What follows belongs to an exercise in optimizing a design on an open flow for small area; a production flow would make more cautious choices.
In this exercise RTL edits were held to simulation tests only and were not proved equivalent to the original.
The clock port is modelled as an ideal driver; clocking choices that lean on that would not hold on a real chip.
No activity file was given, so power comes from the tool's default toggle rates.

onyx:
==> flow/design.v <==
module tws_bus (
    input  wire       clk,
    input  wire       rst,
    input  wire       scl,          
    input  wire       sda,          
    input  wire       bus_active,   
    output reg  [7:0] sbr,
    output wire       scl_dl,
    output wire       sda_dl
);
    localparam [2:0] M_NONE   = 3'd0,
                     M_CHECK  = 3'd1,
                     M_READ   = 3'd2,
                     M_RACK   = 3'd3,
                     M_SEND   = 3'd4,
                     M_SACK   = 3'd5,
                     M_DONE_A = 3'd6,
                     M_DONE_N = 3'd7;
    reg       p_scl, p_sda;
    reg       x;
    reg [2:0] m;
    reg [3:0] cnt;
    localparam [3:0] C_0 = 4'b0000, C_14 = 4'b0100, C_15 = 4'b1000;
    wire [3:0] cnt_inc = {cnt[2:0], cnt[3] ^ cnt[0] ^ ~|cnt[2:0]};
    reg [7:0] shreg;
    reg       dout;
    wire rise  = ~p_scl & scl;
    wire fall  = p_scl & ~scl;
    wire start = p_scl & scl & p_sda & ~sda;
    wire stop  = p_scl & scl & ~p_sda & sda;
    wire counting = (m != M_NONE);
    wire ovf      = counting & x;
    wire ss       = !counting & x;
    wire match    = (shreg[7:1] == 7'h2C) || (shreg[7:1] == 7'd0);
    wire oe       = (m == M_READ) || (m == M_SEND) ||
                    (m == M_SACK) || (m == M_DONE_A);
    reg       n_x;
    reg [2:0] n_m;
    reg [3:0] n_cnt;
    reg [7:0] n_shreg;
    reg [7:0] n_sbr;
    always @* begin
        n_x     = x;
        n_m     = m;
        n_cnt   = cnt;
        n_shreg = shreg;
        n_sbr   = sbr;
        if (counting && !x) begin
            if (rise)
                n_shreg = {shreg[6:0], sda};
            if (rise || fall) begin
                n_cnt = cnt_inc;
                if (cnt == C_15)
                    n_x = 1'b1;
            end
        end
        if (ovf) begin
            n_x = 1'b0;
            if (m == M_SEND)
                n_shreg = sbr;
            else
                n_shreg[7:6] = 2'b00;
            if (m != M_READ && m != M_SEND)
                n_cnt = C_14;
            case (m)
                M_CHECK:
                    if (match)
                        n_m = shreg[0] ? M_SEND : M_READ;
                    else
                        n_m = M_NONE;
                M_READ:   n_m = M_RACK;
                M_RACK: begin
                    n_sbr = shreg;
                    n_m   = M_DONE_A;
                end
                M_SEND:   n_m = M_SACK;
                M_SACK:   n_m = M_DONE_N;
                default:  n_m = M_NONE;    
            endcase
        end
        if (start) begin
            n_m = M_NONE;
            n_x = 1'b1;
        end else if (stop) begin
            n_m = M_NONE;
            n_x = 1'b0;
        end else if (ss && !scl) begin
            n_cnt = C_0;
            n_m   = M_CHECK;
            n_x   = 1'b0;
        end
    end
    always @(posedge clk) begin
        p_scl <= scl;
        p_sda <= sda;
        cnt   <= n_cnt;
        shreg <= n_shreg;
        if (!scl)
            dout <= n_shreg[7];
        if (rst) begin
            x   <= 1'b0;
            m   <= M_NONE;
            sbr <= 8'h10;
        end else if (!bus_active) begin
            x <= 1'b0;
            m <= M_NONE;
        end else begin
            x   <= n_x;
            m   <= n_m;
            sbr <= n_sbr;
        end
    end
    assign scl_dl = ovf;
    assign sda_dl = oe & ~dout;
endmodule
module tws_motion (
    input  wire       clk,
    input  wire       rst,
    input  wire       lim_up_pin,
    input  wire       lim_dn_pin,
    input  wire [7:0] sbr,
    output wire       bus_active,
    output wire       step_out,
    output wire       dir_out,
    output wire       fault_out,
    output wire       hb_out
);
    localparam [2:0] P_H1 = 3'd0, P_H2 = 3'd1, P_H3 = 3'd2, P_H4 = 3'd3,
                     P_L  = 3'd4, P_S  = 3'd5, P_T  = 3'd6, P_X  = 3'd7;
    localparam [1:0] U_C = 2'd0, U_H = 2'd1, U_L = 2'd2, U_E = 2'd3;
    localparam [4:0] H1C = {P_H1, U_C}, H1H = {P_H1, U_H}, H1L = {P_H1, U_L}, H1E = {P_H1, U_E},
                     H2C = {P_H2, U_C}, H2H = {P_H2, U_H}, H2L = {P_H2, U_L}, H2E = {P_H2, U_E},
                     H3C = {P_H3, U_C}, H3H = {P_H3, U_H}, H3L = {P_H3, U_L}, H3E = {P_H3, U_E},
                     H4C = {P_H4, U_C}, H4H = {P_H4, U_H}, H4L = {P_H4, U_L}, H4E = {P_H4, U_E},
                     LC  = {P_L,  U_C}, LH  = {P_L,  U_H}, LL  = {P_L,  U_L}, LE  = {P_L,  U_E},
                     H1S = {P_S, 2'd0}, H2S = {P_S, 2'd1}, H3S = {P_S, 2'd2}, H4S = {P_S, 2'd3},
                     LT  = {P_T, 2'd0}, HALT = {P_X, 2'd0};
    reg        lim_up, lim_dn, changed;
    reg [4:0]  st;
    reg [2:0]  tmr;
    reg [7:0]  cq;
    reg [2:0]  cr;
    reg [7:0]  s;
    reg        last_dir;
    reg        hb;
    wire [2:0] ph  = st[4:2];
    wire [1:0] sub = st[1:0];
    wire up_n      = ~lim_up_pin;
    wire dn_n      = lim_dn_pin;
    wire set_c     = (up_n != lim_up) || (dn_n != lim_dn);
    wire changed_m = changed | set_c;
    wire move     = (ph <= P_L);                        
    wire in_burst = move && (sub == U_H || sub == U_L);
    wire tz       = (tmr == 3'd0);
    wire at_t     = (cq == s) && (cr == 3'd0);          
    wire above    = (s > cq);                           
    wire halted   = (st == HALT);
    wire [2:0] hpm1 = (ph == P_H2) ? 3'd0 : (ph == P_H3) ? 3'd2 : 3'd1;
    reg [4:0] n_st;
    reg       issue, mv_dir;
    always @* begin
        n_st   = st;
        issue  = 1'b0;
        mv_dir = 1'b0;
        case (st)
            H1C: if (up_n && !at_t) begin issue = 1'b1; n_st = H1H; end
                 else n_st = H1S;
            H2C: if (!dn_n) begin issue = 1'b1; n_st = H2H; end
                 else n_st = H2S;
            H3C: begin issue = 1'b1; mv_dir = 1'b1; n_st = H3H; end
            H4C: begin issue = 1'b1; mv_dir = 1'b1; n_st = H4H; end
            LC:  if (!at_t) begin issue = 1'b1; mv_dir = above; n_st = LH; end
                 else n_st = LT;
            H1H, H2H, H3H, H4H, LH:
                if (tz) n_st = {ph, U_L};
            H1L, H2L, H3L, H4L, LL:
                if (tz) n_st = (changed_m || at_t) ? {ph, U_E} : {ph, U_H};
            H1E: n_st = H1C;
            H2E: n_st = H2S;
            H3E: n_st = H3S;
            H4E: n_st = H4S;
            LE:  n_st = LT;
            H1S: if (tz) n_st = (at_t || up_n) ? HALT : H2C;
            H2S: if (tz) n_st = (at_t || !dn_n) ? HALT : H3C;
            H3S: if (tz) n_st = (at_t || dn_n) ? HALT : H4C;
            H4S: if (tz) n_st = LC;
            LT:  n_st = LC;
            default: n_st = HALT;
        endcase
        if (!halted && up_n && dn_n)
            n_st = HALT;
    end
    reg [2:0] n_tmr;
    always @* begin
        if (sub == U_C && move)
            n_tmr = issue ? hpm1 : 3'd6;
        else if (sub == U_E && move)
            n_tmr = 3'd6;
        else if (in_burst && tz)
            n_tmr = hpm1;
        else
            n_tmr = tmr - 3'd1;
    end
    wire count  = in_burst && sub == U_H && tz;
    wire cnt_up = (ph == P_L) && last_dir;
    reg [7:0] n_cq;
    reg [2:0] n_cr;
    reg       qstep;
    always @* begin
        n_cq  = cq;
        n_cr  = cr;
        qstep = 1'b0;
        case (st)
            H2C: begin n_cq = 8'd225; n_cr = 3'd0; end    
            H3C: begin n_cq = 8'd5;   n_cr = 3'd0; end    
            H4C: begin n_cq = 8'd0;   n_cr = 3'd4; end    
            H4S: begin n_cq = 8'd0;   n_cr = 3'd0; end    
            default: ;
        endcase
        if (count) begin
            if (cnt_up) begin
                if (cr == 3'd4) begin n_cr = 3'd0; qstep = 1'b1; end
                else n_cr = cr + 3'd1;
            end else begin
                if (cr == 3'd0) begin n_cr = (ph == P_L) ? 3'd4 : 3'd7; qstep = 1'b1; end
                else n_cr = cr - 3'd1;
            end
        end
    end
    wire [7:0] qx = cq ^ {8{~cnt_up}};
    wire [7:0] qt;
    assign qt[0] = qstep;
    genvar gi;
    generate for (gi = 1; gi < 8; gi = gi + 1) begin : g_qt
        assign qt[gi] = qt[gi-1] & qx[gi-1];
    end endgenerate
    always @(posedge clk) begin
        lim_up  <= up_n;
        lim_dn  <= dn_n;
        changed <= set_c | (in_burst & changed);
        tmr     <= n_tmr;
        if (rst) begin
            st       <= H1C;
            cq       <= 8'd3;       
            cr       <= 3'd0;
            s        <= 8'd0;
            last_dir <= 1'b0;
            hb       <= 1'b0;
        end else begin
            st <= n_st;
            cq <= n_cq ^ qt;
            cr <= n_cr;
            if (issue && !(up_n && dn_n))
                last_dir <= mv_dir;
            if (st == LT && !(up_n && dn_n)) begin
                s  <= sbr;
                hb <= ~hb;
            end
        end
    end
    assign bus_active = !halted;
    assign step_out   = move && (sub == U_H);
    assign dir_out    = last_dir;
    assign fault_out  = !halted;
    assign hb_out     = hb;
endmodule
module tws_step (
    input  wire clk,
    input  wire rst,
    input  wire scl_in,
    input  wire sda_in,
    input  wire lim_up_pin,
    input  wire lim_dn_pin,
    output wire scl_dl,
    output wire sda_dl,
    output wire step_out,
    output wire dir_out,
    output wire fault_out,
    output wire hb_out
);
    wire [7:0] sbr;
    wire       bus_active;
    tws_bus u_bus (
        .clk        (clk),
        .rst        (rst),
        .scl        (scl_in),
        .sda        (sda_in),
        .bus_active (bus_active),
        .sbr        (sbr),
        .scl_dl     (scl_dl),
        .sda_dl     (sda_dl)
    );
    tws_motion u_motion (
        .clk        (clk),
        .rst        (rst),
        .lim_up_pin (lim_up_pin),
        .lim_dn_pin (lim_dn_pin),
        .sbr        (sbr),
        .bus_active (bus_active),
        .step_out   (step_out),
        .dir_out    (dir_out),
        .fault_out  (fault_out),
        .hb_out     (hb_out)
    );
endmodule
==> flow/config.mk <==
export PLATFORM = sky130hd
export DESIGN_NAME = tws_step
export DESIGN_NICKNAME = tws_step
export VERILOG_FILES = /design/flow/design.v
export SDC_FILE = /design/flow/constraint.sdc
export NUM_CORES = 4
export LEC_CHECK = 0
export CAP_MARGIN = 20
export CORE_MARGIN = 2
export CORE_UTILIZATION = 60
export PLACE_DENSITY = 0.75
export SLEW_MARGIN = 20
==> flow/constraint.sdc <==
create_clock -name core_clock -period 10.0 [get_ports {clk}]
set_input_delay 2.0000 -clock core_clock [delete_from_list [all_inputs] [get_ports {clk}]]
set_output_delay 2.0000 -clock core_clock [all_outputs]
set_load 0.01 [all_outputs]
standard.sh (not shown) runs the stock make flow with config.mk's settings and CLKGATE_MAP_FILE= SYNTH_SCRIPT=/design/flow/synth_recipe.tcl, a recipe that flattens the netlist after the stock synthesis.
==> flow/flow/run.sh <==
#!/bin/bash
# Own layout flow. It runs the standard synthesis unchanged, then maps its
# combinational logic again for area with ABC (the registers stay the same
# instances, names and cells; the new netlist is proven equal to the
# standard one, else the standard one is kept), then the standard layout
# steps with a smaller clock tree and the smallest port buffers.
# Each tool's full output goes to a log file in the work folder.
set -u
W=$PWD
F=$W/flow
R=$W/orfs/results/${FLOW_PLATFORM}/tws_step/base
YOSYS=$FLOW_HOME/../tools/install/yosys/bin/yosys
[ -x "$YOSYS" ] || YOSYS=yosys
ABC=$FLOW_HOME/../tools/install/yosys/bin/yosys-abc
[ -x "$ABC" ] || ABC=yosys-abc
LIB=$FLOW_HOME/platforms/$FLOW_PLATFORM/lib/sky130_fd_sc_hd__tt_025C_1v80.lib

bash standard.sh synth > $W/log_1_synth.log 2>&1 || { echo "standard synthesis failed"; exit 1; }
cp $R/1_2_yosys.v $W/std_synth.v

export REMAP_LIB=$LIB
export REMAP_IN=$W/std_synth.v
export REMAP_DONTUSE="$(grep -oE 'cell \("?sky130_fd_sc_hd__(lpflow|probe)[A-Za-z0-9_]*' $LIB | sed -E 's/cell \("?//' | tr '\n' ' ')"

# ABC runs: different seeds of the AIG optimisation and two mapping
# scripts, four at a time; then a second round from the best netlist
remap_one() {
  local s=$1 map="amap"
  [ $((s % 2)) -eq 0 ] && map="map -a; amap"
  sed -e "s/@SEED@/$s/; s#@ORIG@#$W/remap_in_$s.blif#; s/@MAP@/$map/" $F/area.abc > $W/remap_$s.abc
  # ABC's cec checks the mapped logic against ABC's input (the netlist
  # in REMAP_IN) before it hands the result back
  REMAP_OUT=$W/remap_$s.v REMAP_ABC=$W/remap_$s.abc \
    $YOSYS -c $F/remap.tcl > $W/log_remap_$s.log 2>&1 &&
    grep -q "Networks are equivalent" $W/log_remap_$s.log &&
    ! grep -qi "NOT EQUIVALENT" $W/log_remap_$s.log &&
    touch $W/remap_$s.ok
}
best=""
best_area=""
pick_best() {
  local s a
  for s in "$@"; do
    [ -f $W/remap_$s.ok ] || continue
    a=$(grep -m1 "Chip area for module" $W/remap_$s.v.stat | awk '{print $NF}')
    echo "remap $s: $a (from $REMAP_IN)"
    if [ -z "$best" ] || awk -v a="$a" -v b="$best_area" 'BEGIN{exit !(a<b)}'; then
      best=$s; best_area=$a
    fi
  done
}
echo "standard synthesis: $(grep -m1 "Chip area" $W/orfs/reports/$FLOW_PLATFORM/tws_step/base/synth_stat.txt | awk '{print $NF}')"
for s in 1 2 3 4; do remap_one $s & done
wait
for s in 5 6 7 8; do remap_one $s & done
wait
pick_best 1 2 3 4 5 6 7 8
if [ -n "$best" ]; then
  # second round, from the best netlist of the first
  cp $W/remap_$best.v $W/round1_best.v
  export REMAP_IN=$W/round1_best.v
  for s in 11 12 13 14; do remap_one $s & done
  wait
  pick_best 11 12 13 14
fi
if [ -n "$best" ]; then
  echo "using remap $best: $best_area"
  cp $W/remap_$best.v $R/1_2_yosys.v
  rm -f $R/1_synth.odb $R/1_synth.sdc
else
  echo "no remap passed; keeping the standard netlist"
fi

# port buffers: the smallest buffer; clock: a few buffers at the centroids
# of groups of registers, driven by the clock port, instead of a tree
export BUFFER_PORTS_ARGS="-buffer_cell sky130_fd_sc_hd__buf_1"
export PRE_CTS_TCL=$F/pre_cts.tcl
export CLKROOT_N=4
export CLKROOT_CELL=sky130_fd_sc_hd__clkbuf_8
bash standard.sh "BUFFER_PORTS_ARGS=$BUFFER_PORTS_ARGS" "PRE_CTS_TCL=$PRE_CTS_TCL" finish > $W/log_2_layout.log 2>&1 || { echo "layout failed"; tail -20 $W/log_2_layout.log; exit 1; }
echo "layout done"
==> flow/flow/remap.tcl <==
# Re-map the combinational logic of the standard synthesis netlist for area.
# The flip-flops are kept as they are (same instances, names and cells);
# every other cell is flattened into its liberty function and mapped again
# by ABC. Reads env: REMAP_LIB, REMAP_IN, REMAP_OUT, REMAP_ABC, REMAP_DONTUSE.
yosys -import
read_liberty -ignore_miss_func $::env(REMAP_LIB)
read_verilog $::env(REMAP_IN)
hierarchy -top tws_step
foreach m [tee -q -s result.string select -list-mod =sky130_fd_sc_hd__df* =sky130_fd_sc_hd__edf* =sky130_fd_sc_hd__sdf* =sky130_fd_sc_hd__dl* =sky130_fd_sc_hd__conb*] {
  setattr -mod -set keep_hierarchy 1 $m
}
flatten
foreach m [tee -q -s result.string select -list-mod =A:*] {
  if {$m ne "tws_step"} { blackbox =$m }
}
opt_clean -purge
set du {}
foreach c [split $::env(REMAP_DONTUSE) " "] { if {$c ne ""} { lappend du -dont_use $c } }
abc -liberty $::env(REMAP_LIB) {*}$du -script $::env(REMAP_ABC)
opt_clean -purge
hilomap -singleton -hicell sky130_fd_sc_hd__conb_1 HI -locell sky130_fd_sc_hd__conb_1 LO
insbuf -buf sky130_fd_sc_hd__buf_1 A X
splitnets
opt_clean -purge
# names of our own, so that no internal name matches one of the standard
# netlist's in the equivalence check
yosys rename -enumerate -pattern rm_%
check
tee -o $::env(REMAP_OUT).stat stat -liberty $::env(REMAP_LIB)
write_verilog -noattr -nohex -nodec -noexpr $::env(REMAP_OUT)
Other scripts of this flow, unchanged in this note and not shown: flow/flow/area.abc, flow/flow/pre_cts.tcl
Modified inputs, yarrow compared to onyx
--- a/flow/flow/run.sh
+++ b/flow/flow/run.sh
@@ -24,5 +24,5 @@
 
 # ABC runs: different seeds of the AIG optimisation and two mapping
-# scripts, four at a time; then a second round from the best netlist
+# scripts, eight at a time; then a second round from the best netlist
 remap_one() {
   local s=$1 map="amap"
@@ -51,16 +51,16 @@
 }
 echo "standard synthesis: $(grep -m1 "Chip area" $W/orfs/reports/$FLOW_PLATFORM/tws_step/base/synth_stat.txt | awk '{print $NF}')"
-for s in 1 2 3 4; do remap_one $s & done
+for s in 1 2 3 4 5 6 7 8; do remap_one $s & done
 wait
-for s in 5 6 7 8; do remap_one $s & done
+for s in 9 10 11 12 13 14 15 16; do remap_one $s & done
 wait
-pick_best 1 2 3 4 5 6 7 8
+pick_best 1 2 3 4 5 6 7 8 9 10 11 12 13 14 15 16
 if [ -n "$best" ]; then
   # second round, from the best netlist of the first
   cp $W/remap_$best.v $W/round1_best.v
   export REMAP_IN=$W/round1_best.v
-  for s in 11 12 13 14; do remap_one $s & done
+  for s in 21 22 23 24 25 26 27 28; do remap_one $s & done
   wait
-  pick_best 11 12 13 14
+  pick_best 21 22 23 24 25 26 27 28
 fi
 if [ -n "$best" ]; then
--- outcome ---
Compared with onyx, in yarrow minimum setup slack in the final design climbed 0.25 ns, critical path depth dropped 3, final cell count dropped about 0.5%.
The beginning of the critical path comes out scl_in in one run and rst in the other, namely in onyx and yarrow respectively.
Modified inputs, nickel compared to yarrow
--- a/flow/flow/run.sh
+++ b/flow/flow/run.sh
@@ -24,5 +24,6 @@
 
 # ABC runs: different seeds of the AIG optimisation and two mapping
-# scripts, eight at a time; then a second round from the best netlist
+# scripts, eight at a time; then two more rounds, each from the best
+# netlist so far
 remap_one() {
   local s=$1 map="amap"
@@ -63,4 +64,9 @@
   wait
   pick_best 21 22 23 24 25 26 27 28
+  cp $W/remap_$best.v $W/round2_best.v
+  export REMAP_IN=$W/round2_best.v
+  for s in 31 32 33 34 35 36 37 38; do remap_one $s & done
+  wait
+  pick_best 31 32 33 34 35 36 37 38
 fi
 if [ -n "$best" ]; then
### Flow results
- Diff yarrow..nickel | worst vdd rail ir drop | unchanged
- Re cell count along the critical path: no difference whatsoever between nickel and yarrow.
- nickel against yarrow: total number of sequential cells has remained practically unchanged; source-to-sink clock delay at the later pin of the worst-skew pair flat.

## separate check: timing with driven ports
The results above use ideal ports. As a check the final layouts listed here were re-extracted and re-timed, cells and wires unchanged. Step 1 (the two cells are an assumption about what drives the block):
set clk [get_ports {clk}]
set_driving_cell -lib_cell sky130_fd_sc_hd__clkbuf_16 $clk
set_driving_cell -lib_cell sky130_fd_sc_hd__buf_2 [delete_from_list [all_inputs] $clk]
Step 2 moves the port delays by t, midway between the first and last clock arrival at a register: inputs arrive t later, outputs are due t later. That takes back most of the time a late clock gives input paths. a / b / c = no drivers / after step 1 / after step 2; a / b = the first two.
run | t, ns | setup slack, ns | hold WS [ns]
onyx | 0.205 | 5.960 / 5.997 / 5.792 | 0.475 / 0.475 / 0.475
yarrow | 0.205 | 6.209 / 6.169 / 6.038 | 0.474 / 0.474 / 0.474
nickel | 0.205 | 6.209 / 6.169 / 6.038 | 0.474 / 0.474 / 0.474
After both steps setup and hold are still met in every run listed.
